This is an optimization exercise on Yosys and OpenROAD, whose aim is small area, a short achievable clock period and few clock cycles per item, not a production implementation. In this exercise RTL edits were held to simulation tests only and were not proved equivalent to the original.

**design/flow/run.sh**
```bash
#!/bin/bash
# synth_recipe.tcl (not shown) runs the flow's synth.tcl, then flattens the netlist and writes it again
# the make line also repeats each setting of config.mk as NAME=value (left out here)
make -C /OpenROAD-flow-scripts/flow DESIGN_CONFIG=/design/flow/config.mk WORK_HOME=/design/flow/orfs CLKGATE_MAP_FILE= SYNTH_SCRIPT=/design/flow/synth_recipe.tcl finish
```
**design/flow/config.mk**
```make
export PLATFORM = sky130hd
export DESIGN_NAME = sigpcm_geneval
export DESIGN_NICKNAME = sigpcm_geneval
export VERILOG_FILES = /design/flow/design.v
export SDC_FILE = /design/flow/constraint.sdc
export NUM_CORES = 4
export LEC_CHECK = 0
export CAP_MARGIN = 35
export CELL_PAD_IN_SITES_DETAIL_PLACEMENT = 1
export CELL_PAD_IN_SITES_GLOBAL_PLACEMENT = 2
export CORE_MARGIN = 2
export CORE_UTILIZATION = 25
export PLACE_DENSITY = 0.4
export SLEW_MARGIN = 35
export SYNTH_MEMORY_MAX_BITS = 32768
```
**design/flow/constraint.sdc**
```tcl
create_clock -name core_clock -period 14.0 [get_ports {clk}]
set_input_delay 2.8000 -clock core_clock [delete_from_list [all_inputs] [get_ports {clk}]]
set_output_delay 2.8000 -clock core_clock [all_outputs]
set_load 0.01 [all_outputs]
```
**design/flow/design.v**
```verilog
module sigpcm_sine_lut (
    input  wire [6:0]  j,
    output reg  [62:0] level
);
    always @(*) begin
        case (j)
            7'd0: level = 63'h0000000000000000;
            7'd1: level = 63'h03242abef46ccfbf;
            7'd2: level = 63'h0647d97c437604fa;
            7'd3: level = 63'h096a9049670cfae6;
            7'd4: level = 63'h0c8bd35e14da15f1;
            7'd5: level = 63'h0fab272b54b9871a;
            7'd6: level = 63'h12c8106e8e613a22;
            7'd7: level = 63'h15e214448b3fc655;
            7'd8: level = 63'h18f8b83c69a60ab6;
            7'd9: level = 63'h1c0b826a7e4f62fc;
            7'd10: level = 63'h1f19f97b215f1aaf;
            7'd11: level = 63'h2223a4c563eceec1;
            7'd12: level = 63'h25280c5dab3e0b51;
            7'd13: level = 63'h2826b9282ecc0286;
            7'd14: level = 63'h2b1f34eb563fb9fc;
            7'd15: level = 63'h2e110a61f48b3d5d;
            7'd16: level = 63'h30fbc54d5d52c5a3;
            7'd17: level = 63'h33def28751db145b;
            7'd18: level = 63'h36ba2013c2b98056;
            7'd19: level = 63'h398cdd326388bc2d;
            7'd20: level = 63'h3c56ba700dec763c;
            7'd21: level = 63'h3f1749b7f13573f6;
            7'd22: level = 63'h41ce1e648bffb65a;
            7'd23: level = 63'h447acd506d2c8a10;
            7'd24: level = 63'h471cece6b9a321b2;
            7'd25: level = 63'h49b41533744b7aa2;
            7'd26: level = 63'h4c3fdff385c0d383;
            7'd27: level = 63'h4ebfe8a48142e4f1;
            7'd28: level = 63'h5133cc942477585f;
            7'd29: level = 63'h539b2aef8f97a44e;
            7'd30: level = 63'h55f5a4d233b27e8a;
            7'd31: level = 63'h5842dd5474b37b6d;
            7'd32: level = 63'h5a827999fcef3241;
            7'd33: level = 63'h5cb420dfbffe590d;
            7'd34: level = 63'h5ed77c89aabebb78;
            7'd35: level = 63'h60ec382ffe5db748;
            7'd36: level = 63'h62f201ac545d02d3;
            7'd37: level = 63'h64e88926498fed3c;
            7'd38: level = 63'h66cf811fce1d02ce;
            7'd39: level = 63'h68a69e81189e0776;
            7'd40: level = 63'h6a6d98a43a868c0c;
            7'd41: level = 63'h6c2429605407fe6d;
            7'd42: level = 63'h6dca0d1465b8f643;
            7'd43: level = 63'h6f5f02b1be54a67d;
            7'd44: level = 63'h70e2cbc602f6c348;
            7'd45: level = 63'h72552c84d047d3d9;
            7'd46: level = 63'h73b5ebd0f31dcbc2;
            7'd47: level = 63'h7504d3453724e6b0;
            7'd48: level = 63'h7641af3cca3518a2;
            7'd49: level = 63'h776c4edb3308f183;
            7'd50: level = 63'h78848413da1b92fe;
            7'd51: level = 63'h798a23b1238447b9;
            7'd52: level = 63'h7a7d055b18b76975;
            7'd53: level = 63'h7b5d039da1258cf3;
            7'd54: level = 63'h7c29fbee48c35ca8;
            7'd55: level = 63'h7ce3ceb193962313;
            7'd56: level = 63'h7d8a5f3fdd72c0aa;
            7'd57: level = 63'h7e1d93e9c52ea4d5;
            7'd58: level = 63'h7e9d55fc22945a85;
            7'd59: level = 63'h7f0991c3867f4d1e;
            7'd60: level = 63'h7f62368f44949677;
            7'd61: level = 63'h7fa736b40620e854;
            7'd62: level = 63'h7fd8878de5b5f78e;
            7'd63: level = 63'h7ff62182133432ec;
            7'd64: level = 63'h7fffffffffffffff;
            default: level = 63'd0;
        endcase
    end
endmodule
module sigpcm_geneval (
    input  wire        clk,
    input  wire        rst,           
    input  wire        req_valid,
    output wire        req_ready,
    input  wire [63:0] req_kind,      
    input  wire [63:0] req_param,     
    input  wire [63:0] req_delay,     
    input  wire [63:0] req_time,      
    input  wire [3:0]  req_width,     
    output wire        resp_valid,
    output wire [2:0]  resp_err,
    output wire [63:0] resp_info,
    output wire [63:0] resp_level,
    output wire [63:0] resp_quant
);
    localparam [63:0] UNIT_LEVEL = 64'h7FFF_FFFF_FFFF_FFFF;
    localparam [63:0] NEG_UNIT   = 64'h8000_0000_0000_0001;
    localparam [2:0] K_NONE   = 3'd0,
                     K_SINE   = 3'd1,
                     K_PULSE  = 3'd2,
                     K_SQUARE = 3'd3,
                     K_RUP    = 3'd4,
                     K_RDOWN  = 3'd5;
    localparam [2:0] E_OK      = 3'd0,
                     E_WIDTH   = 3'd1,
                     E_KIND    = 3'd2,
                     E_PARAM   = 3'd3,
                     E_BUFFER  = 3'd4;
    localparam [3:0] S_IDLE   = 4'd0,
                     S_C1     = 4'd1,    
                     S_C2     = 4'd2,    
                     S_C3     = 4'd3,    
                     S_MOD    = 4'd4,    
                     S_NEGFIX = 4'd5,    
                     S_IDX    = 4'd6,    
                     S_SQ     = 4'd7,    
                     S_LUT    = 4'd8,    
                     S_NEGL   = 4'd9,    
                     S_DIV    = 4'd10,   
                     S_FO     = 4'd11;   
    localparam ARCH = 0;
    localparam [1:0] C_ZERO = 2'd0, C_UNIT = 2'd1, C_NEGU = 2'd2;
    reg [3:0]  state;
    reg        rdy;
    reg        vld;
    reg [2:0]  err_r;
    reg [2:0]  kind;
    reg [3:0]  width;
    reg        neg;       
    reg        lneg;      
    reg [4:0]  cnt;
    reg [4:0]  sh;        
    reg [63:0] R;         
    reg [63:0] D;         
    reg [63:0] Q;         
    reg [63:0] QN;        
    assign req_ready  = rdy;
    assign resp_valid = vld;
    assign resp_err   = err_r;
    assign resp_info  = Q;
    assign resp_level = R;
    assign resp_quant = QN;
    wire width_ok = (width == 4'd1) || (width == 4'd2) || (width == 4'd3) ||
                    (width == 4'd4) || (width == 4'd6) || (width == 4'd8);
    wire kind_big  = (|QN[63:3]) || (QN[2:0] == 3'd7);
    wire p_neg     = Q[63];
    wire p_zero    = (Q == 64'd0);
    wire kind_pos  = (kind == K_SINE) || (kind == K_SQUARE) || (kind == K_RUP) || (kind == K_RDOWN);
    wire is_ramp   = (kind == K_RUP) || (kind == K_RDOWN);
    reg [2:0] chk_err;
    always @(*) begin
        if (!width_ok)                              chk_err = E_WIDTH;
        else if (kind_big)                          chk_err = E_KIND;
        else if (kind_pos && (p_neg || p_zero))     chk_err = E_PARAM;
        else if (kind == K_PULSE && p_neg)          chk_err = E_PARAM;
        else if (kind == 3'd6)                      chk_err = E_BUFFER;
        else                                        chk_err = E_OK;
    end
    wire        divmode = (state == S_IDX) || (state == S_DIV) || (state == S_SQ);
    wire [65:0] A  = divmode ? {R, Q[63:62]} : {2'b00, R};
    wire [65:0] d1 = {2'b00, D};
    wire [65:0] d2 = {1'b0, D, 1'b0};
    wire        cin1 = !((state == S_C1 && is_ramp) || state == S_NEGL);
    wire [65:0] Y1, Y2, Y3;
    wire [65:0] cs_s = A ^ ~d1 ^ ~d2;
    wire [65:0] cs_c = {(A[64:0] & ~d1[64:0]) | (A[64:0] & ~d2[64:0]) | (~d1[64:0] & ~d2[64:0]), 1'b1};
    pfx_add #(.W(66), .ARCH(ARCH)) u_add1 (.a(A),    .b(~d1),  .cin(cin1), .s(Y1));
    pfx_add #(.W(66), .ARCH(ARCH)) u_add2 (.a(A),    .b(~d2),  .cin(1'b1), .s(Y2));
    pfx_add #(.W(66), .ARCH(ARCH)) u_add3 (.a(cs_s), .b(cs_c), .cin(1'b1), .s(Y3));
    wire        ge1 = !Y1[65];
    wire        ge2 = !Y2[65];
    wire        ge3 = !Y3[65];
    wire [1:0]  dig = {ge2, ge3 | (ge1 & !ge2)};
    wire [63:0] rstep = ge3 ? Y3[63:0] : ge2 ? Y2[63:0] : ge1 ? Y1[63:0] : A[63:0];
    function [6:0] bitlen;
        input [63:0] x;
        integer i;
        begin
            bitlen = 7'd0;
            for (i = 0; i < 64; i = i + 1)
                if (x[i]) bitlen = i + 1;
        end
    endfunction
    wire [7:0] e_len = {1'b0, bitlen(R)} - {1'b0, bitlen(Q)};
    wire [4:0] m_len = e_len[7] ? 5'd0 : e_len[5:1];
    wire [63:0] p_shl = Q << {sh, 1'b0};
    wire [7:0]  idx  = Q[7:0];
    wire [6:0]  lj   = idx[6] ? (7'd64 - {1'b0, idx[5:0]}) : {1'b0, idx[5:0]};
    wire [62:0] lval;
    sigpcm_sine_lut u_lut (
        .j     (lj),
        .level (lval)
    );
    wire ramp_le0 = R[63] || (R[62:0] == {63{1'b1}});    
    reg        fin;
    reg [1:0]  fsrc;      
    reg [1:0]  fconst;
    always @(*) begin
        fin    = 1'b0;
        fsrc   = 2'd0;
        fconst = C_ZERO;
        case (state)
            S_C1: if (chk_err != E_OK || kind == K_NONE) fin = 1'b1;
            S_C2: begin
                if (is_ramp) begin
                    if (ramp_le0) begin
                        fin = 1'b1;
                        fconst = (kind == K_RUP) ? C_ZERO : C_UNIT;
                    end else if (ge1) begin
                        fin = 1'b1;
                        fconst = (kind == K_RUP) ? C_UNIT : C_ZERO;
                    end
                end else if (kind == K_PULSE) begin
                    fin = 1'b1;
                    fconst = (!R[63] && !ge1) ? C_UNIT : C_ZERO;
                end
            end
            S_SQ: begin
                fin = 1'b1;
                fconst = ge2 ? C_NEGU : C_UNIT;
            end
            S_FO: begin
                fin = 1'b1;
                fsrc = (kind == K_SINE) ? 2'd1 : 2'd2;
            end
            default: ;
        endcase
    end
    reg [63:0] flevel;
    always @(*) begin
        case (fsrc)
            2'd1:    flevel = R;
            2'd2:    flevel = {1'b0, Q[63:1] ^ {63{kind == K_RDOWN}}};
            default: flevel = (fconst == C_UNIT) ? UNIT_LEVEL :
                              (fconst == C_NEGU) ? NEG_UNIT : 64'd0;
        endcase
    end
    reg [63:0] fquant;
    always @(*) begin
        case (width)
            4'd1:    fquant = {56'd0, flevel[63:56] ^ 8'h80};
            4'd2:    fquant = {48'd0, flevel[63:48]};
            4'd3:    fquant = {40'd0, flevel[63:40]};
            4'd4:    fquant = {32'd0, flevel[63:32]};
            4'd6:    fquant = {16'd0, flevel[63:16]};
            default: fquant = flevel;
        endcase
    end
    wire [63:0] err_info = (chk_err == E_WIDTH) ? {60'd0, width} :
                           (chk_err == E_PARAM) ? Q : QN;
    reg [3:0] nstate;
    always @(*) begin
        nstate = state;
        case (state)
            S_IDLE:   if (req_valid) nstate = S_C1;
            S_C1:     nstate = S_C2;
            S_C2:     nstate = is_ramp ? S_DIV : S_C3;
            S_C3:     nstate = S_MOD;
            S_MOD:    if (cnt == 5'd0) nstate = neg ? S_NEGFIX : (kind == K_SINE) ? S_IDX : S_SQ;
            S_NEGFIX: nstate = (kind == K_SINE) ? S_IDX : S_SQ;
            S_IDX:    if (cnt == 5'd0) nstate = S_LUT;
            S_LUT:    nstate = idx[7] ? S_NEGL : S_FO;
            S_NEGL:   nstate = S_FO;
            S_DIV:    if (cnt == 5'd0) nstate = S_FO;
            default:  nstate = S_IDLE;
        endcase
        if (fin) nstate = S_IDLE;
    end
    always @(posedge clk) begin
        if (rst) begin
            state <= S_IDLE;
            rdy   <= 1'b1;
            vld   <= 1'b0;
            sh    <= 5'd0;
        end else begin
            state <= nstate;
            rdy   <= (nstate == S_IDLE);
            vld   <= fin;
            case (state)
                S_IDLE: if (req_valid) begin
                    R     <= req_time;
                    D     <= req_delay;
                    Q     <= req_param;
                    QN    <= req_kind;
                    kind  <= req_kind[2:0];
                    width <= req_width;
                end
                S_C1: begin
                    neg <= Y1[63];
                    if ((kind == K_SINE || kind == K_SQUARE) && Y1[63])
                        R <= ~Y1[63:0];
                    else
                        R <= Y1[63:0];
                    D <= p_shl;                             
                    if (is_ramp) Q <= {~Y1[62:0], 1'b0};    
                end
                S_C2: begin
                    if (nstate == S_C3) sh <= m_len;
                    cnt <= is_ramp ? 5'd31 : m_len;
                end
                S_C3: begin
                    D  <= p_shl;                            
                    sh <= 5'd0;
                end
                S_MOD: begin
                    R   <= rstep;
                    cnt <= cnt - 5'd1;
                    if (cnt == 5'd0) begin
                        D   <= p_shl;                       
                        Q   <= 64'd0;
                        cnt <= 5'd3;
                    end else begin
                        D <= {2'b00, D[63:2]};
                    end
                end
                S_NEGFIX: R <= ~Y1[63:0];                   
                S_IDX, S_DIV: begin
                    R   <= rstep;
                    Q   <= {Q[61:0], dig};
                    cnt <= cnt - 5'd1;
                end
                S_LUT: begin
                    R    <= {1'b0, lval};
                    lneg <= idx[7];
                    D    <= 64'd0;
                end
                S_NEGL: R <= ~Y1[63:0];                     
                default: ;
            endcase
            if (fin) begin
                err_r <= (state == S_C1) ? chk_err : E_OK;
                R     <= (state == S_C1) ? 64'd0 : flevel;
                QN    <= (state == S_C1 && chk_err != E_OK) ? 64'd0 : fquant;
                Q     <= (state == S_C1 && chk_err != E_OK) ? err_info : 64'd0;
            end
        end
    end
endmodule
module pfx_add #(parameter W = 66, parameter ARCH = 1) (
    input  wire [W-1:0] a,
    input  wire [W-1:0] b,
    input  wire         cin,
    output wire [W-1:0] s
);
    localparam N = W + 1;
    localparam L = 7;            
    wire [N-1:0] g0 = {a & b, cin};
    wire [N-1:0] p0 = {a ^ b, 1'b0};
    wire [N-1:0] c;    
    genvar l, i;
    generate
    if (ARCH == 0) begin : skl
        wire [N-1:0] G [0:L];
        wire [N-1:0] P [0:L];
        assign G[0] = g0; assign P[0] = p0;
        for (l = 0; l < L; l = l + 1) begin : lv
            for (i = 0; i < N; i = i + 1) begin : b
                if (((i >> l) & 1) == 1) begin : m
                    localparam integer j = ((i >> l) << l) - 1;
                    assign G[l+1][i] = G[l][i] | (P[l][i] & G[l][j]);
                    assign P[l+1][i] = P[l][i] & P[l][j];
                end else begin : t
                    assign G[l+1][i] = G[l][i];
                    assign P[l+1][i] = P[l][i];
                end
            end
        end
        assign c = G[L];
    end else if (ARCH == 1) begin : bk
        wire [N-1:0] G [0:2*L];
        wire [N-1:0] P [0:2*L];
        assign G[0] = g0; assign P[0] = p0;
        for (l = 0; l < L; l = l + 1) begin : up
            for (i = 0; i < N; i = i + 1) begin : b
                if ((i % (2 << l)) == ((2 << l) - 1)) begin : m
                    assign G[l+1][i] = G[l][i] | (P[l][i] & G[l][i - (1 << l)]);
                    assign P[l+1][i] = P[l][i] & P[l][i - (1 << l)];
                end else begin : t
                    assign G[l+1][i] = G[l][i];
                    assign P[l+1][i] = P[l][i];
                end
            end
        end
        for (l = L - 2; l >= 0; l = l - 1) begin : dn
            for (i = 0; i < N; i = i + 1) begin : b
                if ((i % (2 << l)) == ((1 << l) - 1) && i >= (2 << l)) begin : m
                    assign G[2*L-1-l][i] = G[2*L-2-l][i] | (P[2*L-2-l][i] & G[2*L-2-l][i - (1 << l)]);
                    assign P[2*L-1-l][i] = P[2*L-2-l][i] & P[2*L-2-l][i - (1 << l)];
                end else begin : t
                    assign G[2*L-1-l][i] = G[2*L-2-l][i];
                    assign P[2*L-1-l][i] = P[2*L-2-l][i];
                end
            end
        end
        assign c = G[2*L-1];
    end else begin : rc
        assign c[0] = cin;
        for (i = 1; i < N; i = i + 1) begin : b
            assign c[i] = g0[i] | (p0[i] & c[i-1]);
        end
    end
    endgenerate
    assign s = p0[N-1:1] ^ c[N-2:0];
endmodule
```
==> results.txt, run 1 <==
* Global-route wire length before repair at 471000 um
* Vias/cell at 6.39
* Crit path DAT at 9690 ps
* Initial antenna violation count at 35
* Status: complete, no violations
* Skew-Pair Late Insertion Delay at 650 ps
* Crit Path Category: register to register
* Routed wire per std cell at 44.1 um
* Main synth FF type: edfxtp_1
* Gate Count Post-Synth at 5552
* Clock buffer depth at 3
* Warnings from Yosys at 3
* Rows at 149
* Area fraction of the dominant cell type after synthesis at 19.7%
* Worst-case reg-to-reg path depth at 26
* Post-synthesis sequential area ratio at 20.2%
* Post-route ant nets at 0
* IO Pins at 460
* EDFF count, synth at 272
* Total GRT Usage at 40.7%
* Top-count cell post-synth: nor2_1
* Cell variety after synth at 102
* Fraction of registers with async set/reset at 0%
* Synth area leader: edfxtp_1
* Share of cells above drive strength 1 at 9.87%
* Root Buffer Master: clkbuf_16
* Reg2reg setup slack at 4650 ps
* Total negative slack at 0 ps
* Final WL at 357000 um
* Setup Fix Bufs, Post-CTS at 0
* Initial DRC Count at 7732
* Final Max Tran Viols at 0
* Area growth syn-to-layout at 24.4%
* Syn nets at 6117
* Crit path largest cell delay at 760 ps
* CP startpoint: state[3]$_SDFF_PP0_
* Relative slew slack at 26.0%
* Final worst slack at 4650 ps
* Die Wd at 411 um
* Post-CTS Hold Fix Bufs at 0
* Post-layout util at 31.3%
* DRT Pass-1 Iters at 8
* CTS Sinks at 283
* Crit start category: register
* Worst-Margin Slew at 1110 ps
* CP Capture Type: register
* CP max stage cell: dfxtp_1
* Period utilisation layout at 66.8%
* DRC violations left at 0
* Area contributors post-synth: edfxtp_1, ha_1, o21ai_0, a21oi_1, nor2_1
* FF-to-FF End: QN[17]$_DFFE_PP_
* Period minus WS final at 9350 ps
* Hold Crit Class: register to register
* Filler instances at 19700
* TritonCTS Buffers at 44
* Total core area at 0.165 mm2
* Number of global-route vias before repair at 49900
* Synth cell count leaders: nor2_1, nand2_1, o21ai_0, a21oi_1, inv_1
* Pre-CTS setup slack at 4670 ps
* Highest Clock Rate at 107 MHz
* Max-cap violations at 0
* Nets at 6419
* Post-Syn Area at 0.0414 mm2
* Syn avg cell area at 7.46 um2
* Top cell by count, worst path: buf_4
* Final-report setup violation count at 0
* H-tree Lvls at 2
* Clk_skew at 26.6 ps
* Global route overflow at 0
* Detail Placement HPWL at 282000 um
* Flops & latches, synth at 283
* Req. time, crit path at 14340 ps
* Clk slew on worst S/H paths at 60 ps
* Starting density of the core at 25.1%
* Largest net degree at the start of global routing at 130
* Via Count at 51700
* CTS tree: yes
* Port buffer count at 459
* Worst Setup EP: QN[17]$_DFFE_PP_
* Final Hold Fails at 0
* Unrepaired setup endpoints after global routing: false
* Die Y at 411 um
* Die area at 0.169 mm2
* RR Startpoint: state[3]$_SDFF_PP0_
* PostCTS Resize Cnt at 0
* Placer congestion estimate at 0.992
* Worst-path maximum fanout at 47
-- cell type report --
class	instances	area (um2)	share of cell area, %
Clock buffer	47	1130	2.20
Tap cell	2189	2740	5.31
Timing Repair Buffer	718	6650	12.9
Sequential cell	283	8400	16.3
Antenna cell	12	30.0	0.0583
Inverter	345	1290	2.51
Clock inverter	33	551	1.07
Multi-Input combinational cell	4462	30800	59.7
-- kinds of logic after synthesis --
kind of cell,share of synthesized area (%)
mux,4.98
simple gates,17.8
buf+inv,7.72
xor+xnor,5.72
flops,20.2
compound gates,33.0
fa+ha+maj,10.5
-- cell usage in the layout, fill, tap and decap left out, drive strengths merged, types with 23 or more instances in the layout --
cell,instances
a222oi,38
nor2b,41
mux2,23
a21oi,489
o221ai,51
o211ai,111
nor3,133
nor4,46
ha,224
clkbuf,47
o31ai,60
o21ai,513
a31oi,112
nand3,121
o21a,43
inv,344
xor2,134
nand2b,26
clkdlybuf4s50,459
nand4,34
nor2,587
buf,258
edfxtp,272
and3,23
a22oi,63
o311ai,37
nand2,543
or2,28
mux4,41
mux2i,88
a21o,51
a311oi,46
a211oi,87
xnor2,135
a221oi,76
o22ai,58
fa,78
a2111oi,28
a22o,34
and2,24
-- per-stage QoR --
stage,std cells,cell area [um2],hold slack (ps)
2_1_floorplan,5552,41400,594
3_3_place_gp,7987,49300,611
3_5_place_dp,7992,49700,621
4_1_cts,8072,51400,642
5_1_grt,8077,51500,662
6_report,8089,51500,647
-- per-layer routing --
metal / track usage [%] / up-vias / routed length, um
met4: 21.4 / 26 / 22600
met2: 57.3 / 3078 / 143000
met5: 0 / - / 196
met1: 56.7 / 26700 / 156000
met3: 10.1 / 594 / 35200
li1: - / 21300 / -
-- how the worst min path moves through the flow --
stage | startpoint | to | slack (ps) | depth (start not counted)
after global routing | QN[20]$_DFFE_PP_ | Q[20]$_DFFE_PP_ | 660 | 2
after detailed placement | QN[35]$_DFFE_PP_ | Q[35]$_DFFE_PP_ | 620 | 2
after floorplan | cnt[0]$_DFFE_PP_ | cnt[0]$_DFFE_PP_ | 590 | 1
after global placement | QN[52]$_DFFE_PP_ | Q[52]$_DFFE_PP_ | 610 | 2
final | cnt[0]$_DFFE_PP_ | cnt[0]$_DFFE_PP_ | 650 | 1
after CTS | QN[52]$_DFFE_PP_ | Q[52]$_DFFE_PP_ | 640 | 2
-- sequential cells by signal, indices dropped and copies added (netlist names) --
register / count
D: 64
QN: 64
Q: 64
R: 64
cnt: 5
sh: 5
state: 4
width: 4
err_r: 3
kind: 3
neg: 1
rdy: 1
vld: 1
-- worst max-delay path: cells and delay by family, from the launching register on --
family,cells,cell delay (ps)
adder cells (fa/ha/maj),2,670
AO/OA/AOI/OAI,13,4070
buffers and inverters,4,1360
flip-flops,1,760
multiplexers,1,360
AND/OR/NAND/NOR,6,1710
Testbench counts, summed over its fixed seeds: cycles 108,838, items 4,800.
==> inputs of run 2 (changes only) <==
--- a/design/flow/design.v
+++ b/design/flow/design.v
@@ -89,6 +89,7 @@
     output wire [63:0] resp_level,
     output wire [63:0] resp_quant
 );
+    localparam ARCH = 0;    
     localparam [63:0] UNIT_LEVEL = 64'h7FFF_FFFF_FFFF_FFFF;
     localparam [63:0] NEG_UNIT   = 64'h8000_0000_0000_0001;
     localparam [2:0] K_NONE   = 3'd0,
@@ -105,40 +106,42 @@
     localparam [3:0] S_IDLE   = 4'd0,
                      S_C1     = 4'd1,    
                      S_C2     = 4'd2,    
-                     S_C3     = 4'd3,    
                      S_MOD    = 4'd4,    
                      S_NEGFIX = 4'd5,    
                      S_IDX    = 4'd6,    
                      S_SQ     = 4'd7,    
                      S_LUT    = 4'd8,    
                      S_NEGL   = 4'd9,    
-                     S_DIV    = 4'd10,   
-                     S_FO     = 4'd11;   
-    localparam ARCH = 0;
+                     S_DIV    = 4'd10;   
     localparam [1:0] C_ZERO = 2'd0, C_UNIT = 2'd1, C_NEGU = 2'd2;
     reg [3:0]  state;
     reg        rdy;
     reg        vld;
     reg [2:0]  err_r;
     reg [2:0]  kind;
+    reg        kind_big;   
+    reg        kind_buf;   
     reg [3:0]  width;
-    reg        neg;       
-    reg        lneg;      
+    reg [5:0]  qsel;       
+    reg        neg;        
     reg [4:0]  cnt;
-    reg [4:0]  sh;        
-    reg [63:0] R;         
-    reg [63:0] D;         
-    reg [63:0] Q;         
-    reg [63:0] QN;        
+    reg [63:0] R;          
+    reg [63:0] D;          
+    reg [63:0] Q;          
     assign req_ready  = rdy;
     assign resp_valid = vld;
     assign resp_err   = err_r;
     assign resp_info  = Q;
     assign resp_level = R;
-    assign resp_quant = QN;
-    wire width_ok = (width == 4'd1) || (width == 4'd2) || (width == 4'd3) ||
-                    (width == 4'd4) || (width == 4'd6) || (width == 4'd8);
-    wire kind_big  = (|QN[63:3]) || (QN[2:0] == 3'd7);
+    assign resp_quant = ({64{qsel[0]}} & {56'd0, R[63:56] ^ 8'h80}) |
+                        ({64{qsel[1]}} & {48'd0, R[63:48]}) |
+                        ({64{qsel[2]}} & {40'd0, R[63:40]}) |
+                        ({64{qsel[3]}} & {32'd0, R[63:32]}) |
+                        ({64{qsel[4]}} & {16'd0, R[63:16]}) |
+                        ({64{qsel[5]}} & R);
+    wire [5:0] wdec = {width == 4'd8, width == 4'd6, width == 4'd4,
+                       width == 4'd3, width == 4'd2, width == 4'd1};
+    wire width_ok  = |wdec;
     wire p_neg     = Q[63];
     wire p_zero    = (Q == 64'd0);
     wire kind_pos  = (kind == K_SINE) || (kind == K_SQUARE) || (kind == K_RUP) || (kind == K_RDOWN);
@@ -149,7 +152,7 @@
         else if (kind_big)                          chk_err = E_KIND;
         else if (kind_pos && (p_neg || p_zero))     chk_err = E_PARAM;
         else if (kind == K_PULSE && p_neg)          chk_err = E_PARAM;
-        else if (kind == 3'd6)                      chk_err = E_BUFFER;
+        else if (kind_buf)                          chk_err = E_BUFFER;
         else                                        chk_err = E_OK;
     end
     wire        divmode = (state == S_IDX) || (state == S_DIV) || (state == S_SQ);
@@ -168,18 +171,14 @@
     wire        ge3 = !Y3[65];
     wire [1:0]  dig = {ge2, ge3 | (ge1 & !ge2)};
     wire [63:0] rstep = ge3 ? Y3[63:0] : ge2 ? Y2[63:0] : ge1 ? Y1[63:0] : A[63:0];
-    function [6:0] bitlen;
-        input [63:0] x;
-        integer i;
-        begin
-            bitlen = 7'd0;
-            for (i = 0; i < 64; i = i + 1)
-                if (x[i]) bitlen = i + 1;
-        end
-    endfunction
-    wire [7:0] e_len = {1'b0, bitlen(R)} - {1'b0, bitlen(Q)};
-    wire [4:0] m_len = e_len[7] ? 5'd0 : e_len[5:1];
-    wire [63:0] p_shl = Q << {sh, 1'b0};
+    wire        r_nz, p_nz;
+    wire [5:0]  r_lz, p_lz;
+    sigpcm_lzc u_lzr (.x(R), .nz(r_nz), .lz(r_lz));
+    sigpcm_lzc u_lzp (.x(Q), .nz(p_nz), .lz(p_lz));
+    wire [6:0]  e_len = {1'b0, p_lz} - {1'b0, r_lz};
+    wire [4:0]  m_len = (r_nz && !e_len[6]) ? e_len[5:1] : 5'd0;
+    wire [5:0]  shamt = (state == S_C2 && !is_ramp) ? {m_len, 1'b0} : 6'd0;
+    wire [63:0] p_shl = Q << shamt;
     wire [7:0]  idx  = Q[7:0];
     wire [6:0]  lj   = idx[6] ? (7'd64 - {1'b0, idx[5:0]}) : {1'b0, idx[5:0]};
     wire [62:0] lval;
@@ -188,6 +187,7 @@
         .level (lval)
     );
     wire ramp_le0 = R[63] || (R[62:0] == {63{1'b1}});    
+    wire [63:0] q_next = {Q[61:0], dig};
     reg        fin;
     reg [1:0]  fsrc;      
     reg [1:0]  fconst;
@@ -215,9 +215,17 @@
                 fin = 1'b1;
                 fconst = ge2 ? C_NEGU : C_UNIT;
             end
-            S_FO: begin
-                fin = 1'b1;
-                fsrc = (kind == K_SINE) ? 2'd1 : 2'd2;
+            S_LUT: if (!idx[7]) begin
+                fin  = 1'b1;
+                fsrc = 2'd1;
+            end
+            S_NEGL: begin
+                fin  = 1'b1;
+                fsrc = 2'd2;
+            end
+            S_DIV: if (cnt == 5'd0) begin
+                fin  = 1'b1;
+                fsrc = 2'd3;
             end
             default: ;
         endcase
@@ -225,61 +233,49 @@
     reg [63:0] flevel;
     always @(*) begin
         case (fsrc)
-            2'd1:    flevel = R;
-            2'd2:    flevel = {1'b0, Q[63:1] ^ {63{kind == K_RDOWN}}};
+            2'd1:    flevel = {1'b0, lval};
+            2'd2:    flevel = ~Y1[63:0];
+            2'd3:    flevel = {1'b0, q_next[63:1] ^ {63{kind == K_RDOWN}}};
             default: flevel = (fconst == C_UNIT) ? UNIT_LEVEL :
                               (fconst == C_NEGU) ? NEG_UNIT : 64'd0;
         endcase
     end
-    reg [63:0] fquant;
-    always @(*) begin
-        case (width)
-            4'd1:    fquant = {56'd0, flevel[63:56] ^ 8'h80};
-            4'd2:    fquant = {48'd0, flevel[63:48]};
-            4'd3:    fquant = {40'd0, flevel[63:40]};
-            4'd4:    fquant = {32'd0, flevel[63:32]};
-            4'd6:    fquant = {16'd0, flevel[63:16]};
-            default: fquant = flevel;
-        endcase
-    end
-    wire [63:0] err_info = (chk_err == E_WIDTH) ? {60'd0, width} :
-                           (chk_err == E_PARAM) ? Q : QN;
     reg [3:0] nstate;
     always @(*) begin
         nstate = state;
         case (state)
             S_IDLE:   if (req_valid) nstate = S_C1;
             S_C1:     nstate = S_C2;
-            S_C2:     nstate = is_ramp ? S_DIV : S_C3;
-            S_C3:     nstate = S_MOD;
+            S_C2:     nstate = is_ramp ? S_DIV : S_MOD;
             S_MOD:    if (cnt == 5'd0) nstate = neg ? S_NEGFIX : (kind == K_SINE) ? S_IDX : S_SQ;
             S_NEGFIX: nstate = (kind == K_SINE) ? S_IDX : S_SQ;
             S_IDX:    if (cnt == 5'd0) nstate = S_LUT;
-            S_LUT:    nstate = idx[7] ? S_NEGL : S_FO;
-            S_NEGL:   nstate = S_FO;
-            S_DIV:    if (cnt == 5'd0) nstate = S_FO;
+            S_LUT:    nstate = S_NEGL;
+            S_DIV:    nstate = S_DIV;            
             default:  nstate = S_IDLE;
         endcase
         if (fin) nstate = S_IDLE;
     end
+    wire acc_kbig = (|req_kind[63:3]) || (req_kind[2:0] == 3'd7);
+    wire acc_kbuf = !(|req_kind[63:3]) && (req_kind[2:0] == 3'd6);
     always @(posedge clk) begin
         if (rst) begin
             state <= S_IDLE;
             rdy   <= 1'b1;
             vld   <= 1'b0;
-            sh    <= 5'd0;
         end else begin
             state <= nstate;
             rdy   <= (nstate == S_IDLE);
             vld   <= fin;
             case (state)
                 S_IDLE: if (req_valid) begin
-                    R     <= req_time;
-                    D     <= req_delay;
-                    Q     <= req_param;
-                    QN    <= req_kind;
-                    kind  <= req_kind[2:0];
-                    width <= req_width;
+                    R        <= req_time;
+                    D        <= req_delay;
+                    Q        <= (acc_kbig || acc_kbuf) ? req_kind : req_param;
+                    kind     <= req_kind[2:0];
+                    kind_big <= acc_kbig;
+                    kind_buf <= acc_kbuf;
+                    width    <= req_width;
                 end
                 S_C1: begin
                     neg <= Y1[63];
@@ -291,13 +287,9 @@
                     if (is_ramp) Q <= {~Y1[62:0], 1'b0};    
                 end
                 S_C2: begin
-                    if (nstate == S_C3) sh <= m_len;
+                    if (!is_ramp) D <= p_shl;               
                     cnt <= is_ramp ? 5'd31 : m_len;
                 end
-                S_C3: begin
-                    D  <= p_shl;                            
-                    sh <= 5'd0;
-                end
                 S_MOD: begin
                     R   <= rstep;
                     cnt <= cnt - 5'd1;
@@ -312,26 +304,67 @@
                 S_NEGFIX: R <= ~Y1[63:0];                   
                 S_IDX, S_DIV: begin
                     R   <= rstep;
-                    Q   <= {Q[61:0], dig};
+                    Q   <= q_next;
                     cnt <= cnt - 5'd1;
                 end
                 S_LUT: begin
-                    R    <= {1'b0, lval};
-                    lneg <= idx[7];
-                    D    <= 64'd0;
+                    R <= {1'b0, lval};
+                    D <= 64'd0;
                 end
-                S_NEGL: R <= ~Y1[63:0];                     
                 default: ;
             endcase
             if (fin) begin
                 err_r <= (state == S_C1) ? chk_err : E_OK;
-                R     <= (state == S_C1) ? 64'd0 : flevel;
-                QN    <= (state == S_C1 && chk_err != E_OK) ? 64'd0 : fquant;
-                Q     <= (state == S_C1 && chk_err != E_OK) ? err_info : 64'd0;
+                if (state == S_C1 && chk_err != E_OK) begin
+                    R    <= 64'd0;
+                    Q    <= (chk_err == E_WIDTH) ? {60'd0, width} : Q;
+                    qsel <= 6'd0;
+                end else begin
+                    R    <= flevel;
+                    Q    <= 64'd0;
+                    qsel <= wdec;
+                end
             end
         end
     end
 endmodule
+module sigpcm_lzc (
+    input  wire [63:0] x,
+    output wire        nz,
+    output wire [5:0]  lz
+);
+    wire [63:0]  v0 = x;
+    wire [31:0]  v1;  wire [31:0]  c1;
+    wire [15:0]  v2;  wire [31:0]  c2;
+    wire [7:0]   v3;  wire [23:0]  c3;
+    wire [3:0]   v4;  wire [15:0]  c4;
+    wire [1:0]   v5;  wire [9:0]   c5;
+    genvar i;
+    generate
+        for (i = 0; i < 32; i = i + 1) begin : l1
+            assign v1[i] = v0[2*i+1] | v0[2*i];
+            assign c1[i] = !v0[2*i+1];
+        end
+        for (i = 0; i < 16; i = i + 1) begin : l2
+            assign v2[i] = v1[2*i+1] | v1[2*i];
+            assign c2[2*i+1 -: 2] = v1[2*i+1] ? {1'b0, c1[2*i+1]} : {1'b1, c1[2*i]};
+        end
+        for (i = 0; i < 8; i = i + 1) begin : l3
+            assign v3[i] = v2[2*i+1] | v2[2*i];
+            assign c3[3*i+2 -: 3] = v2[2*i+1] ? {1'b0, c2[4*i+3 -: 2]} : {1'b1, c2[4*i+1 -: 2]};
+        end
+        for (i = 0; i < 4; i = i + 1) begin : l4
+            assign v4[i] = v3[2*i+1] | v3[2*i];
+            assign c4[4*i+3 -: 4] = v3[2*i+1] ? {1'b0, c3[6*i+5 -: 3]} : {1'b1, c3[6*i+2 -: 3]};
+        end
+        for (i = 0; i < 2; i = i + 1) begin : l5
+            assign v5[i] = v4[2*i+1] | v4[2*i];
+            assign c5[5*i+4 -: 5] = v4[2*i+1] ? {1'b0, c4[8*i+7 -: 4]} : {1'b1, c4[8*i+3 -: 4]};
+        end
+    endgenerate
+    assign nz = v5[1] | v5[0];
+    assign lz = v5[1] ? {1'b0, c5[9:5]} : {1'b1, c5[4:0]};
+endmodule
 module pfx_add #(parameter W = 66, parameter ARCH = 1) (
     input  wire [W-1:0] a,
     input  wire [W-1:0] b,
==> run 2 against run 1 <==
Register-to-register slack better by 840 ps; final area is 7.4% lower; critical path depth is 7 lower; routed wire length is 11% lower; via count is 7.4% lower; core utilization is 0.11 points higher; sequential cell count is 61 lower; setup slack better by 840 ps; critical path type unchanged.
==> results.txt, run 2 <==
* Status: complete, no violations
* Global-route wire length before repair at 424000 um
* Area contributors post-synth: edfxtp_1, ha_1, mux2i_1, a21oi_1, o21ai_0
* CP max stage cell: buf_4
* Relative slew slack at 29.3%
* Unrepaired setup endpoints after global routing: false
* Biggest regs: D (64), Q (64), R (64)
* Crit path largest cell delay at 710 ps
* EDFF count, synth at 216
* Starting density of the core at 25.2%
* Placed instance area at 0.0462 mm2
* Placer congestion estimate at 0.987
* Crit path DAT at 8860 ps
* Detail Placement HPWL at 249000 um
* Port buffer count at 459
* Largest net degree at the start of global routing at 112
* Clock buffer depth at 3
* Final-report setup violation count at 0
* Highest Clock Rate at 117 MHz
* Top-count cell post-synth: nand2_1
* Via Count at 47900
* PostCTS Resize Cnt at 0
* Cell variety after synth at 94
* Period utilisation layout at 60.8%
* Area growth syn-to-layout at 24.6%
* Die Wd at 395 um
* Hold Crit Class: register to register
* CP Capture Type: register
* H-tree Lvls at 2
* Period minus WS final at 8510 ps
* Total GRT Usage at 39.0%
* Die Y at 395 um
* DRT Pass-1 Iters at 10
* Worst Hold Slack at 626 ps
* Die area at 0.156 mm2
* Vias/cell at 6.34
* Worst path cell trace: nor2b_1 > o21a_4 > buf_4 > mux2i_1 > inv_1 > ha_1 > a21oi_1 > o21ai_0 > a221o_1 > a221o_1 > nand2_1 > a41o_1 > a221o_1 > and4_2 > buf_4 > or3_1 > buf_4 > o22ai_1 > o21bai_1
* Post-route ant nets at 0
* Gate Count Post-Synth at 5172
* Placed cells at 7468
* Post-CTS Hold Fix Bufs at 0
* Crit start category: register
* Synth cell count leaders: nand2_1, a21oi_1, o21ai_0, nor2_1, inv_1
* Initial antenna violation count at 27
* TritonCTS Buffers at 38
* Total core area at 0.152 mm2
* RR Startpoint: state[2]$_SDFF_PP0_
* Final Hold Fails at 0
* Routed wire per std cell at 42.0 um
* Final WL at 317000 um
* CTS Sinks at 222
* Skew-Pair Late Insertion Delay at 640 ps
* Clk slew on worst S/H paths at 70 ps
* Req. time, crit path at 14350 ps
* Syn avg cell area at 7.41 um2
* Global route overflow at 0
* Hold_sp: cnt[0]$_DFFE_PP_
* Initial DRC Count at 6160
* Leading cell type in the layout, fill and taps excluded: nand2_1
* Total negative slack at 0 ps
* Syn nets at 5730
* Reg2reg setup slack at 5490 ps
* Final Max Tran Viols at 0
* Number of global-route vias before repair at 46200
* Share of cells above drive strength 1 at 8.80%
* Clk_skew at 29.8 ps
* Nets at 6038
* Rows at 143
* Area fraction of the dominant cell type after synthesis at 16.9%
* Hold Path End: cnt[0]$_DFFE_PP_
* Setup Fix Bufs, Post-CTS at 0
* Final non-filler cell area at 0.0477 mm2
* Synth area leader: edfxtp_1
* Max-cap violations at 0
* Commonest non-fill, non-tap cells in the layout: nand2_1, a21oi_1, clkdlybuf4s50_1, o21ai_0, nor2_1
* Warnings from Yosys at 3
* Post-Syn Area at 0.0383 mm2
* Flops & latches, synth at 222
* Post-synthesis sequential area ratio at 17.2%
* DRC violations left at 0
* Post-route insts no fill at 7553
* Root Buffer Master: clkbuf_16
* Worst Hold Depth at 1
* Worst-Margin Slew at 1050 ps
* Crit Path Category: register to register
* Worst-path maximum fanout at 41
* IO Pins at 460
* FF-to-FF End: R[30]$_DFFE_PP_
* CTS tree: yes
* Worst-case reg-to-reg path depth at 19
* Fraction of registers with async set/reset at 0%
* Main synth FF type: edfxtp_1
-- run 2: cell count changes after synthesis, moves of 29 or more --
cell and delta:
edfxtp_1 -56, o221ai_1 +57, nand2_1 -56, nor2_1 -172, a31oi_1 -52, mux4_2 -40, o221a_2 +40, o21ai_0 -82
buf_2 -29, o31ai_1 -31, a22oi_1 +42, nor3_1 -36, mux2i_1 +161
-- run 2: worst max path at each step --
stage          slack, ps                 from               to
6_report            5490  state[2]$_SDFF_PP0_  R[30]$_DFFE_PP_
3_5_place_dp        5670  state[2]$_SDFF_PP0_  R[21]$_DFFE_PP_
2_1_floorplan       5490  state[0]$_SDFF_PP0_   Q[0]$_DFFE_PP_
5_1_grt             5230  state[2]$_SDFF_PP0_  R[41]$_DFFE_PP_
4_1_cts             5650  state[2]$_SDFF_PP0_  R[30]$_DFFE_PP_
3_3_place_gp        5230  state[2]$_SDFF_PP0_  R[42]$_DFFE_PP_
-- run 2: metrics by stage --
stage | util (%) | setup WS, ps
2_1_floorplan | - | 5490
3_3_place_gp | 30.2 | 5230
3_5_place_dp | 30.4 | 5670
4_1_cts | 31.3 | 5650
5_1_grt | 31.4 | 5230
6_report | 31.4 | 5490
-- run 2: cells by family (layout without fill, tap and decap cells) --
family                     Yosys count  in the layout  share of synthesized area (%)
AOI/OAI and AO/OA                 1906           1906                           33.5
buffers and inverters              797           1135                           8.02
DFF                                222            222                           17.2
xor gates and xnor gates           284            284                           6.49
and+or+nand+nor                   1408           1408                           16.7
adders and majority gates          295            295                           11.2
muxes                              260            260                           6.86
other                                0             13                              0
-- run 2: cell type report --
class	count	area (um2)
repair buffers	710	6630
inverters	355	1330
flip-flops and latches	222	6610
fillers	18300	104000
clock buffers	44	1000
well taps	2030	2540
multi-input cells	4153	29200
diodes	13	32.5
clock inverters	26	383
-- run 2: critical path: cells and delay by family (launching register included) --
| kind | cells | cell delay (ps) |
|---|---|---|
| AO/OA/AOI/OAI | 9 | 3230 |
| buffers and inverters | 4 | 1880 |
| AND/OR/NAND/NOR | 4 | 1660 |
| flip-flops | 1 | 580 |
| multiplexers | 1 | 520 |
| adder cells (fa/ha/maj) | 1 | 240 |
-- run 2: metal layers --
layer / part of all wire [%] / GRT usage (%)
met1: 43 / 53.1
met2: 42 / 58.4
met3: 9.8 / 9.50
met4: 4.9 / 16.2
met5: 0.057 / 0
Testbench counts of run 2, summed over its fixed seeds: cycles 103,556, items 4,800.
==> inputs of run 3 (changes only) <==
--- a/design/flow/design.v
+++ b/design/flow/design.v
@@ -125,6 +125,8 @@
     reg [5:0]  qsel;       
     reg        neg;        
     reg [4:0]  cnt;
+    reg        f_div;      
+    reg        f_cin0;     
     reg [63:0] R;          
     reg [63:0] D;          
     reg [63:0] Q;          
@@ -155,11 +157,10 @@
         else if (kind_buf)                          chk_err = E_BUFFER;
         else                                        chk_err = E_OK;
     end
-    wire        divmode = (state == S_IDX) || (state == S_DIV) || (state == S_SQ);
-    wire [65:0] A  = divmode ? {R, Q[63:62]} : {2'b00, R};
+    wire [65:0] A  = f_div ? {R, Q[63:62]} : {2'b00, R};
     wire [65:0] d1 = {2'b00, D};
     wire [65:0] d2 = {1'b0, D, 1'b0};
-    wire        cin1 = !((state == S_C1 && is_ramp) || state == S_NEGL);
+    wire        cin1 = !f_cin0;
     wire [65:0] Y1, Y2, Y3;
     wire [65:0] cs_s = A ^ ~d1 ^ ~d2;
     wire [65:0] cs_c = {(A[64:0] & ~d1[64:0]) | (A[64:0] & ~d2[64:0]) | (~d1[64:0] & ~d2[64:0]), 1'b1};
@@ -267,6 +268,9 @@
             state <= nstate;
             rdy   <= (nstate == S_IDLE);
             vld   <= fin;
+            f_div  <= (nstate == S_IDX) || (nstate == S_DIV) || (nstate == S_SQ);
+            f_cin0 <= (state == S_IDLE && ((req_kind[2:0] == K_RUP) || (req_kind[2:0] == K_RDOWN))) ||
+                      (nstate == S_NEGL);
             case (state)
                 S_IDLE: if (req_valid) begin
                     R        <= req_time;
==> design/flow/flow/run.sh (new file) <==
#!/bin/bash
set -euo pipefail
SETUP_MARGIN=${SETUP_MARGIN:-8.5}
bash standard.sh synth > synth.log 2>&1
bash standard.sh "SETUP_SLACK_MARGIN=$SETUP_MARGIN" finish > layout.log 2>&1
==> design/flow/standard.sh (new file) <==
#!/bin/bash
# synth_recipe.tcl (not shown) runs the flow's synth.tcl, then flattens the netlist and writes it again
# the make line also repeats each setting of config.mk as NAME=value (left out here)
make -C /OpenROAD-flow-scripts/flow DESIGN_CONFIG=/design/flow/config.mk WORK_HOME=/design/flow/orfs CLKGATE_MAP_FILE= SYNTH_SCRIPT=/design/flow/synth_recipe.tcl "${@:-finish}"
removed: design/flow/run.sh
==> run 3 against run 2 <==
Die area grew 3.2%; clock-buffer cell count increased by 4; clock skew grew 8.7 ps; sequential share of layout area fell by 2.3 points; cell count increased by 6.8%; global-route usage rose by 3.8 points; sequential cell count is 2 higher; setup slack improved by 2800 ps; still clean on timing, DRC and antenna.
==> results.txt, run 3 <==
* Status: complete, no violations
* Post-Syn Area at 0.0395 mm2
* Post-synthesis sequential area ratio at 16.9%
* Final Hold Fails at 0
* Period minus WS final at 5760 ps
* DRT Pass-1 Iters at 9
* Clk slew on worst S/H paths at 60 ps
* Relative slew slack at 28.5%
* Final-report setup violation count at 0
* Placed cells at 7527
* Die Wd at 402 um
* Number of global-route vias before repair at 50200
* Detail Placement HPWL at 268000 um
* Crit path DAT at 6100 ps
* Total negative slack at 0 ps
* Post-route ant nets at 0
* Unrepaired setup endpoints after global routing: true
* Vias/cell at 6.59
* Die Y at 402 um
* Highest Clock Rate at 174 MHz
* Area growth syn-to-layout at 46.4%
* Main synth FF type: edfxtp_1
* Worst path cell trace: buf_8 > nor4_1 > nand4_1 > a31oi_2 > a221oi_4 > nand4_4 > inv_4 > fa_2 > nor2b_2 > o31a_1 > o21ai_4 > a2111oi_4 > buf_4 > buf_12 > buf_12 > mux4_2 > mux4_2 > nand2_2 > o211ai_1
* Root Buffer Master: clkbuf_16
* Skew-Pair Late Insertion Delay at 620 ps
* Crit Path Category: register to register
* Initial antenna violation count at 20
* Initial DRC Count at 7228
* Port buffer count at 459
* Final WL at 365000 um
* Starting density of the core at 25.3%
* Commonest non-fill, non-tap cells in the layout: buf_4, a21oi_1, clkdlybuf4s50_1, nor2_1, nand2_1
* Nets at 6539
* Largest net degree at the start of global routing at 67
* Share of cells above drive strength 1 at 26.2%
* Total GRT Usage at 42.8%
* Final Max Tran Viols at 0
* Post-route insts no fill at 8068
* Synth area leader: edfxtp_1
* Syn nets at 5759
* TritonCTS Buffers at 35
* Synth cell count leaders: a21oi_1, nor2_1, nand2_1, o21ai_0, clkbuf_1
* Period utilisation layout at 41.2%
* Routed wire per std cell at 45.3 um
* Clk_skew at 38.5 ps
* Placer congestion estimate at 0.997
* Crit start category: register
* Area fraction of the dominant cell type after synthesis at 16.6%
* Filler instances at 18200
* Clock buffer depth at 3
* Gate Count Post-Synth at 5201
* Top-count cell post-synth: a21oi_1
* CTS tree: yes
* Rows at 145
* Area contributors post-synth: edfxtp_1, ha_1, a21oi_1, o21ai_0, nor2_1
* Max-cap violations at 0
* Warnings from Yosys at 3
* CP max stage cell: edfxtp_1
* Hold Crit Class: register to register
* Die area at 0.161 mm2
* Cell variety after synth at 109
* Fraction of registers with async set/reset at 0%
* Post-CTS Hold Fix Bufs at 0
* Via Count at 53200
* CP Capture Type: register
* Syn avg cell area at 7.60 um2
* Total core area at 0.157 mm2
* CTS Sinks at 224
* Crit path largest cell delay at 560 ps
* Global-route wire length before repair at 476000 um
* Worst-path maximum fanout at 8
* Req. time, crit path at 14340 ps
* EDFF count, synth at 218
* Global route overflow at 0
* Leading cell type in the layout, fill and taps excluded: buf_4
* DRC violations left at 0
* Biggest regs: D (64), Q (64), R (64)
* H-tree Lvls at 2
* IO Pins at 460
* Flops & latches, synth at 224
* Worst-Margin Slew at 1060 ps
==> run 3: cell count changes after synthesis, moves of 35 or more <==
cell      previous run  this run
a221oi_1            73       111
mux2i_1            249       101
mux2_2              10        81
nor2_1             412       478
inv_1              351       180
buf_2               40        75
a222oi_1            65        19
a21oi_1            472       537
nand2_1            487       422
==> run 3: area by class of cell <==
| cell class | instances | area, um2 | share of cell area (%) |
|---|---|---|---|
| antenna | 5 | 12.5 | 0.0216 |
| multi-input combinational | 4338 | 34800 | 60.2 |
| tap | 2058 | 2570 | 4.45 |
| inverter | 182 | 697 | 1.20 |
| clock buffer | 48 | 956 | 1.65 |
| timing repair buffer | 1200 | 11900 | 20.6 |
| sequential | 224 | 6670 | 11.5 |
| clock inverter | 13 | 180 | 0.311 |
==> run 3: what timing repair did <==
item	4_1_cts	5_1_grt
pin swaps	139	152
endpoints found under the setup margin	334	176
setup buffers	274	157
gates resized for setup	587	407
gates cloned	31	13
==> run 3: per-stage QoR <==
| stage | hold slack, ps | area (um2) | util [%] | worst slack (ps) |
|---|---|---|---|---|
| global placement | 589 | 47200 | 30.1 | 5590 |
| floorplan | 540 | 39600 | - | 8500 |
| detailed placement | 587 | 47500 | 30.3 | 5740 |
| finish | 607 | 57900 | 37.0 | 8240 |
| global route | 628 | 57900 | 37.0 | 8050 |
| CTS | 600 | 54300 | 34.7 | 8230 |
==> run 3: final timing paths <==
check,startpoint,endpoint,slack (ps),cells after the start
min,D[28]$_DFFE_PP_,D[26]$_DFFE_PP_,610,2
max,R[52]$_DFFE_PP_,D[40]$_DFFE_PP_,8240,19
min reg2reg,D[28]$_DFFE_PP_,D[26]$_DFFE_PP_,610,2
max reg2reg,R[52]$_DFFE_PP_,D[40]$_DFFE_PP_,8240,19
==> run 3: logic make-up after synthesis <==
logic type / count (synthesis) / share of synthesized area (%)
compound gates: 2062 / 35.2
simple gates: 1503 / 18.1
buf+inv: 646 / 6.66
fa+ha+maj: 295 / 10.8
xor+xnor: 259 / 5.74
flops: 224 / 16.9
mux: 212 / 6.55
==> run 3: per-layer routing <==
| layer | GRT usage (%) | wire length [um] | vias to the layer above | share of wire [%] |
|---|---|---|---|---|
| met4 | 23.4 | 25900 | 22 | 7.1 |
| met3 | 11.1 | 39100 | 778 | 11 |
| li1 | - | - | 21500 | - |
| met5 | 0 | 139 | - | 0.038 |
| met1 | 57.2 | 149000 | 27200 | 41 |
| met2 | 62.3 | 151000 | 3587 | 41 |
==> run 3: critical path, delay by kind of cell, from the launching register on <==
family,cells,cell delay (ps)
compound gates,6,1490
simple gates,5,1170
mux,2,1030
buf+inv,5,790
flops,1,560
fa+ha+maj,1,390
Testbench counts of run 3, summed over its fixed seeds: cycles 103,556, items 4,800.
==> inputs of run 4 (changes only) <==
--- a/design/flow/design.v
+++ b/design/flow/design.v
@@ -89,7 +89,7 @@
     output wire [63:0] resp_level,
     output wire [63:0] resp_quant
 );
-    localparam ARCH = 0;    
+    localparam ARCH = 3;    
     localparam [63:0] UNIT_LEVEL = 64'h7FFF_FFFF_FFFF_FFFF;
     localparam [63:0] NEG_UNIT   = 64'h8000_0000_0000_0001;
     localparam [2:0] K_NONE   = 3'd0,
@@ -426,6 +426,22 @@
             end
         end
         assign c = G[2*L-1];
+    end else if (ARCH == 3) begin : ks
+        wire [N-1:0] G [0:L];
+        wire [N-1:0] P [0:L];
+        assign G[0] = g0; assign P[0] = p0;
+        for (l = 0; l < L; l = l + 1) begin : lv
+            for (i = 0; i < N; i = i + 1) begin : b
+                if (i >= (1 << l)) begin : m
+                    assign G[l+1][i] = G[l][i] | (P[l][i] & G[l][i - (1 << l)]);
+                    assign P[l+1][i] = P[l][i] & P[l][i - (1 << l)];
+                end else begin : t
+                    assign G[l+1][i] = G[l][i];
+                    assign P[l+1][i] = P[l][i];
+                end
+            end
+        end
+        assign c = G[L];
     end else begin : rc
         assign c[0] = cin;
         for (i = 1; i < N; i = i + 1) begin : b
==> run 4 against run 3 <==
Still clean; maximum frequency fell by 7.9%; largest cell class unchanged; non-clock buffer count decreased by 130; register-to-register slack got worse by 500 ps; first-iteration DRC count increased by 4.8%; sequential cell count did not move; routed wire length increased by 1.5%.
==> results.txt, run 4 <==
* Worst-case reg-to-reg path depth at 14
* Area contributors post-synth: edfxtp_1, a21oi_1, ha_1, o21ai_0, nand2_1
* Total negative slack at 0 ps
* Final-report setup violation count at 0
* Unrepaired setup endpoints after global routing: true
* Area growth syn-to-layout at 40.0%
* Req. time, crit path at 14390 ps
* CP Capture Type: register
* Share of cells above drive strength 1 at 22.0%
* Max-cap violations at 0
* DRC violations left at 0
* Buf+Inv Stages, Crit Path at 3
* Total GRT Usage at 41.4%
* Via Count at 55900
* Flops & latches, synth at 224
* Leading cell type in the layout, fill and taps excluded: nand2_1
* CTS tree: yes
* Main synth FF type: edfxtp_1
* Global route overflow at 0
* DRT Pass-1 Iters at 30
* Syn avg cell area at 7.20 um2
* TritonCTS Buffers at 31
* IO Pins at 460
* Worst Hold Depth at 2
* Hold Crit Class: register to register
* Routed wire per std cell at 43.2 um
* Die Y at 412 um
* Die area at 0.169 mm2
* Crit path largest cell delay at 870 ps
* Period minus WS final at 6260 ps
* Clk slew on worst S/H paths at 70 ps
* Worst-path maximum fanout at 45
* Vias/cell at 6.51
* Skew-Pair Late Insertion Delay at 690 ps
* Area fraction of the dominant cell type after synthesis at 15.8%
* Synth cell count leaders: nand2_1, a21oi_1, nor2_1, o21ai_0, clkbuf_1
* Cell variety after synth at 103
* Initial DRC Count at 7573
* Fraction of registers with async set/reset at 0%
* Post-layout util at 35.2%
* Total core area at 0.165 mm2
* Rows at 149
* Number of global-route vias before repair at 53300
* Gate Count Post-Synth at 5769
* Worst Hold Slack at 571 ps
* EDFF count, synth at 218
* Placer congestion estimate at 1.01
* Final Hold Fails at 0
* H-tree Lvls at 1
* Worst-Margin Slew at 1100 ps
* Synth area leader: edfxtp_1
* Starting density of the core at 25.2%
* Worst path cell trace: buf_4 > o31ai_1 > xnor2_2 > buf_4 > buf_4 > nor2_1 > a21oi_1 > o221ai_1 > nand3_1 > nand3_1 > a221oi_1 > o21ai_0 > nand2_1 > nand4_1
* Clock buffer depth at 3
* Syn nets at 6313
* Highest Clock Rate at 160 MHz
* CTS Sinks at 224
* Post-Syn Area at 0.0415 mm2
* Die Wd at 412 um
* Commonest non-fill, non-tap cells in the layout: nand2_1, a21oi_1, nor2_1, buf_4, clkdlybuf4s50_1
* Post-synthesis sequential area ratio at 16.1%
* Reg2reg setup slack at 7740 ps
* Hold Path End: D[23]$_DFFE_PP_
* Placed instance area at 0.0494 mm2
* Pre-CTS setup slack at 6270 ps
* Final non-filler cell area at 0.0581 mm2
* Post-route ant nets at 0
* Initial antenna violation count at 26
* CP max stage cell: a221oi_1
* Top-count cell post-synth: nand2_1
* Nets at 6907
* Final Max Tran Viols at 0
* Family with the most delay on the worst path: compound AO/OA/AOI/OAI gates
* FF-to-FF End: R[46]$_DFFE_PP_
* Root Buffer Master: clkbuf_16
* Crit start category: register
* Hold_sp: D[25]$_DFFE_PP_
* Final worst slack at 7740 ps
* Global-route wire length before repair at 486000 um
* Crit Path Category: register to register
* RR Startpoint: Q[2]$_DFFE_PP_
* Post-route insts no fill at 8584
* Biggest regs: D (64), Q (64), R (64)
* Largest net degree at the start of global routing at 69
* Period utilisation layout at 44.7%
* Warnings from Yosys at 3
* Port buffer count at 459
* Status: complete, no violations
* Placed cells at 8165
* Clk_skew at 39.4 ps
* Relative slew slack at 26.0%
* Crit path DAT at 6650 ps
* Top cell by count, worst path: buf_4
* Final WL at 371000 um
* Detail Placement HPWL at 284000 um
[run 4: timing repair]
action                     CTS  global route
resized for setup          436           482
gates cloned                24            10
buffers inserted           144           175
pin swaps                   68           111
setup endpoints to repair  335           251
hold buffers                 0             0
[run 4: cells by family after synthesis]
| group | share of synthesized area [%] |
|---|---|
| AO/OA/AOI/OAI | 35.5 |
| AND/OR/NAND/NOR | 19.8 |
| buffers and inverters | 6.75 |
| adder cells (fa/ha/maj) | 9.64 |
| XOR/XNOR | 5.46 |
| multiplexers | 6.82 |
| flip-flops | 16.1 |
[run 4: area by class of cell]
class / count / area [um2]
clock inverter: 21 / 253
antenna: 7 / 17.5
inverter: 190 / 726
clock buffer: 37 / 808
multi-input combinational: 4846 / 36300
fill: 19500 / 107000
tap: 2189 / 2740
timing repair buffer: 1070 / 10600
sequential: 224 / 6670
[run 4: how the worst max path moves through the flow]
stage                       startpoint              end  slack (ps)  cells past startpoint
finish                  Q[2]$_DFFE_PP_  R[46]$_DFFE_PP_        7740                     14
global route        Q[8]$_SDFFCE_PN0P_  D[32]$_DFFE_PP_        7900                     23
CTS                 Q[8]$_SDFFCE_PN0P_  D[32]$_DFFE_PP_        8060                     24
detailed placement     f_div$_DFFE_PN_  R[31]$_DFFE_PP_        6270                     19
global placement       f_div$_DFFE_PN_  R[31]$_DFFE_PP_        6000                     19
floorplan              f_div$_DFFE_PN_   Q[0]$_DFFE_PP_        8470                     16
[run 4: worst min-delay path: cells and delay by family, from the launching register on]
kind	cells	cell delay, ps
AOI/OAI and AO/OA	1	70
buffers and inverters	1	50
DFF	1	360
[run 4: per-layer routing]
| metal | routed length, um | vias to the layer above | global-route usage, % |
|---|---|---|---|
| met2 | 157000 | 3426 | 61.8 |
| met4 | 25100 | 12 | 22.3 |
| met1 | 156000 | 28700 | 56.7 |
| met3 | 32700 | 707 | 6.66 |
| met5 | 90 | - | 0 |
| li1 | - | 23100 | - |
Testbench counts of run 4, summed over its fixed seeds: cycles 103,556, items 4,800.
==> inputs of run 5 (changes only) <==
--- a/design/flow/design.v
+++ b/design/flow/design.v
@@ -89,7 +89,7 @@
     output wire [63:0] resp_level,
     output wire [63:0] resp_quant
 );
-    localparam ARCH = 3;    
+    localparam ARCH = 0;    
     localparam [63:0] UNIT_LEVEL = 64'h7FFF_FFFF_FFFF_FFFF;
     localparam [63:0] NEG_UNIT   = 64'h8000_0000_0000_0001;
     localparam [2:0] K_NONE   = 3'd0,
@@ -426,22 +426,6 @@
             end
         end
         assign c = G[2*L-1];
-    end else if (ARCH == 3) begin : ks
-        wire [N-1:0] G [0:L];
-        wire [N-1:0] P [0:L];
-        assign G[0] = g0; assign P[0] = p0;
-        for (l = 0; l < L; l = l + 1) begin : lv
-            for (i = 0; i < N; i = i + 1) begin : b
-                if (i >= (1 << l)) begin : m
-                    assign G[l+1][i] = G[l][i] | (P[l][i] & G[l][i - (1 << l)]);
-                    assign P[l+1][i] = P[l][i] & P[l][i - (1 << l)];
-                end else begin : t
-                    assign G[l+1][i] = G[l][i];
-                    assign P[l+1][i] = P[l][i];
-                end
-            end
-        end
-        assign c = G[L];
     end else begin : rc
         assign c[0] = cin;
         for (i = 1; i < N; i = i + 1) begin : b
==> design/flow/flow/run.sh (replaced) <==
#!/bin/bash
set -euo pipefail
SETUP_MARGIN=${SETUP_MARGIN:-8.5}
bash standard.sh synth > synth.log 2>&1
bash standard.sh "SETUP_SLACK_MARGIN=$SETUP_MARGIN" \
    "BUFFER_PORTS_ARGS=-buffer_cell sky130_fd_sc_hd__buf_1" finish > layout.log 2>&1
==> run 5 against run 4 <==
Synthesized area down 4.8%; largest cell class unchanged; core utilization down 0.46 points; critical path depth rose by 15; sequential share of layout area rose by 0.78 points; sequential cell count is the same; die area fell by 4.7%; global-route usage rose by 1.1 points; maximum frequency rose by 7.5%; synthesized cell count shrank 9.8%; register-to-register slack better by 430 ps; hold slack improved by 53 ps; critical path type unchanged.
==> results.txt, run 5 <==
* Hold Crit Class: register to register
* Placed cells at 7520
* Syn nets at 5759
* Unrepaired setup endpoints after global routing: true
* Area fraction of the dominant cell type after synthesis at 16.6%
* Biggest regs: D (64), Q (64), R (64)
* Buf+Inv Stages, Crit Path at 10
* EDFF count, synth at 218
* DRC violations left at 0
* Initial antenna violation count at 30
* CP Capture Type: register
* Warnings from Yosys at 3
* IO Pins at 460
* Status: complete, no violations
* Total negative slack at 0 ps
* Fraction of registers with async set/reset at 0%
* Levels on crit path at 29
* Largest net degree at the start of global routing at 103
* Clk slew on worst S/H paths at 60 ps
* Post-layout util at 34.8%
* Period minus WS final at 5820 ps
* Syn avg cell area at 7.60 um2
* Period utilisation layout at 41.6%
* Rows at 145
* Total GRT Usage at 42.4%
* Share of cells above drive strength 1 at 24.7%
* Crit start category: register
* Detail Placement HPWL at 265000 um
* CTS Sinks at 224
* Top-count cell post-synth: a21oi_1
* Area growth syn-to-layout at 37.6%
* Initial DRC Count at 7017
* Final WL at 359000 um
* Final worst slack at 8180 ps
* Hold Path End: cnt[0]$_DFFE_PP_
* Post-synthesis sequential area ratio at 16.9%
* CTS tree: yes
* Crit path DAT at 6240 ps
* Post-Syn Area at 0.0395 mm2
* Skew-Pair Late Insertion Delay at 640 ps
* Gate Count Post-Synth at 5201
* Final Max Tran Viols at 0
* CP max stage cell: or4_4
* Worst Hold Slack at 624 ps
* Final non-filler cell area at 0.0544 mm2
* Worst-Margin Slew at 1290 ps
* Crit Path Category: register to register
* Family with the most delay on the worst path: compound AO/OA/AOI/OAI gates
run 5: cell types whose count changed in the layout (fill, tap and decap cells not counted), sizes merged, moves of 17 or more:
cell / previous run / this run
o221ai: 63 / 85
a222oi: 39 / 19
buf: 593 / 1102
o211ai: 119 / 81
nor2: 521 / 484
o21a: 43 / 25
mux2i: 140 / 101
a21oi: 591 / 538
a221oi: 85 / 113
nand4: 88 / 66
nand2: 663 / 422
a211oi: 79 / 96
o21ai: 538 / 417
clkdlybuf4s50: 459 / 0
run 5: repair_timing:
item,4_1_cts,5_1_grt
gates cloned,32,6
resized for setup,648,324
pin swaps,119,117
setup buffers,285,68
hold endpoints to repair,0,0
endpoints found under the setup margin,338,263
run 5: worst max path at each step:
stage | from | to | slack [ps]
after detailed placement | R[11]$_DFFE_PP_ | D[62]$_DFFE_PP_ | 5950
after CTS | f_div$_DFFE_PN_ | R[57]$_DFFE_PP_ | 8260
after global placement | R[11]$_DFFE_PP_ | D[62]$_DFFE_PP_ | 5950
after floorplan | Q[10]$_SDFFCE_PN0P_ | D[62]$_DFFE_PP_ | 8500
after global routing | Q[14]$_SDFFCE_PN0P_ | D[62]$_DFFE_PP_ | 8060
final | f_div$_DFFE_PN_ | R[8]$_DFFE_PP_ | 8180
run 5: cell type report:
type | instances | area (um2)
Inverter | 182 | 688
Fill cell | 18400 | 102000
Antenna cell | 12 | 30.0
Clock buffer | 48 | 966
Clock inverter | 17 | 100
Tap cell | 2058 | 2570
Sequential cell | 224 | 6670
Timing Repair Buffer | 1116 | 8410
Multi-Input combinational cell | 4332 | 35000
run 5: kinds of logic after synthesis:
| group | after synthesis | synth area share, % |
|---|---|---|
| xor gates and xnor gates | 259 | 5.74 |
| buffers and inverters | 646 | 6.66 |
| and+or+nand+nor | 1503 | 18.1 |
| AOI/OAI and AO/OA | 2062 | 35.2 |
| adders and majority gates | 295 | 10.8 |
| muxes | 212 | 6.55 |
| DFF | 224 | 16.9 |
run 5: routing by layer:
metal,part of all wire (%),up-vias
met5,0.034,-
met4,6.5,18
met3,10,704
met2,42,3391
met1,41,27000
li1,-,21300
Testbench counts of run 5, summed over its fixed seeds: cycles 103,556, items 4,800.

-- port drivers added, routing unchanged --
The results above use ideal ports. As a check the final layouts listed here were re-extracted and re-timed, cells and wires unchanged.
Step 1 (the two cells are an assumption about what drives the block):
set clk [get_ports {clk}]
set_driving_cell -lib_cell sky130_fd_sc_hd__clkbuf_16 $clk
set_driving_cell -lib_cell sky130_fd_sc_hd__buf_2 [delete_from_list [all_inputs] $clk]
Step 2, shift: input delay + t, output delay - t, t = (earliest + latest rising clock arrival at the registers) / 2. This alone moves slack from input paths to output paths.
a / b / c = ideal ports / drivers / drivers and shift; a / b = the first two.
| run | t (ns) | setup WS [ns] | latest minus earliest clock arrival (ns) | slew at the worst register clock pin (ns) | cell pins on the clock port's net |
|---|---|---|---|---|---|
| run 1 | 0.731 | 4.649 / 4.649 / 4.649 | 0.027 / 0.026 | 0.07 / 0.07 | 1 |
| run 2 | 0.712 | 5.488 / 5.488 / 5.488 | 0.030 / 0.029 | 0.08 / 0.08 | 1 |
| run 3 | 0.689 | 8.238 / 8.238 / 7.977 | 0.039 / 0.038 | 0.07 / 0.07 | 1 |
| run 4 | 0.768 | 7.742 / 7.742 / 7.742 | 0.039 / 0.039 | 0.08 / 0.08 | 1 |
| run 5 | 0.708 | 8.176 / 8.176 / 7.938 | 0.035 / 0.035 | 0.07 / 0.07 | 1 |
After both steps setup and hold are still met in every run listed. For run 3, which loses most, drivers alone change the setup slack by 0.000 ns; drivers and shift together by -0.261 ns.
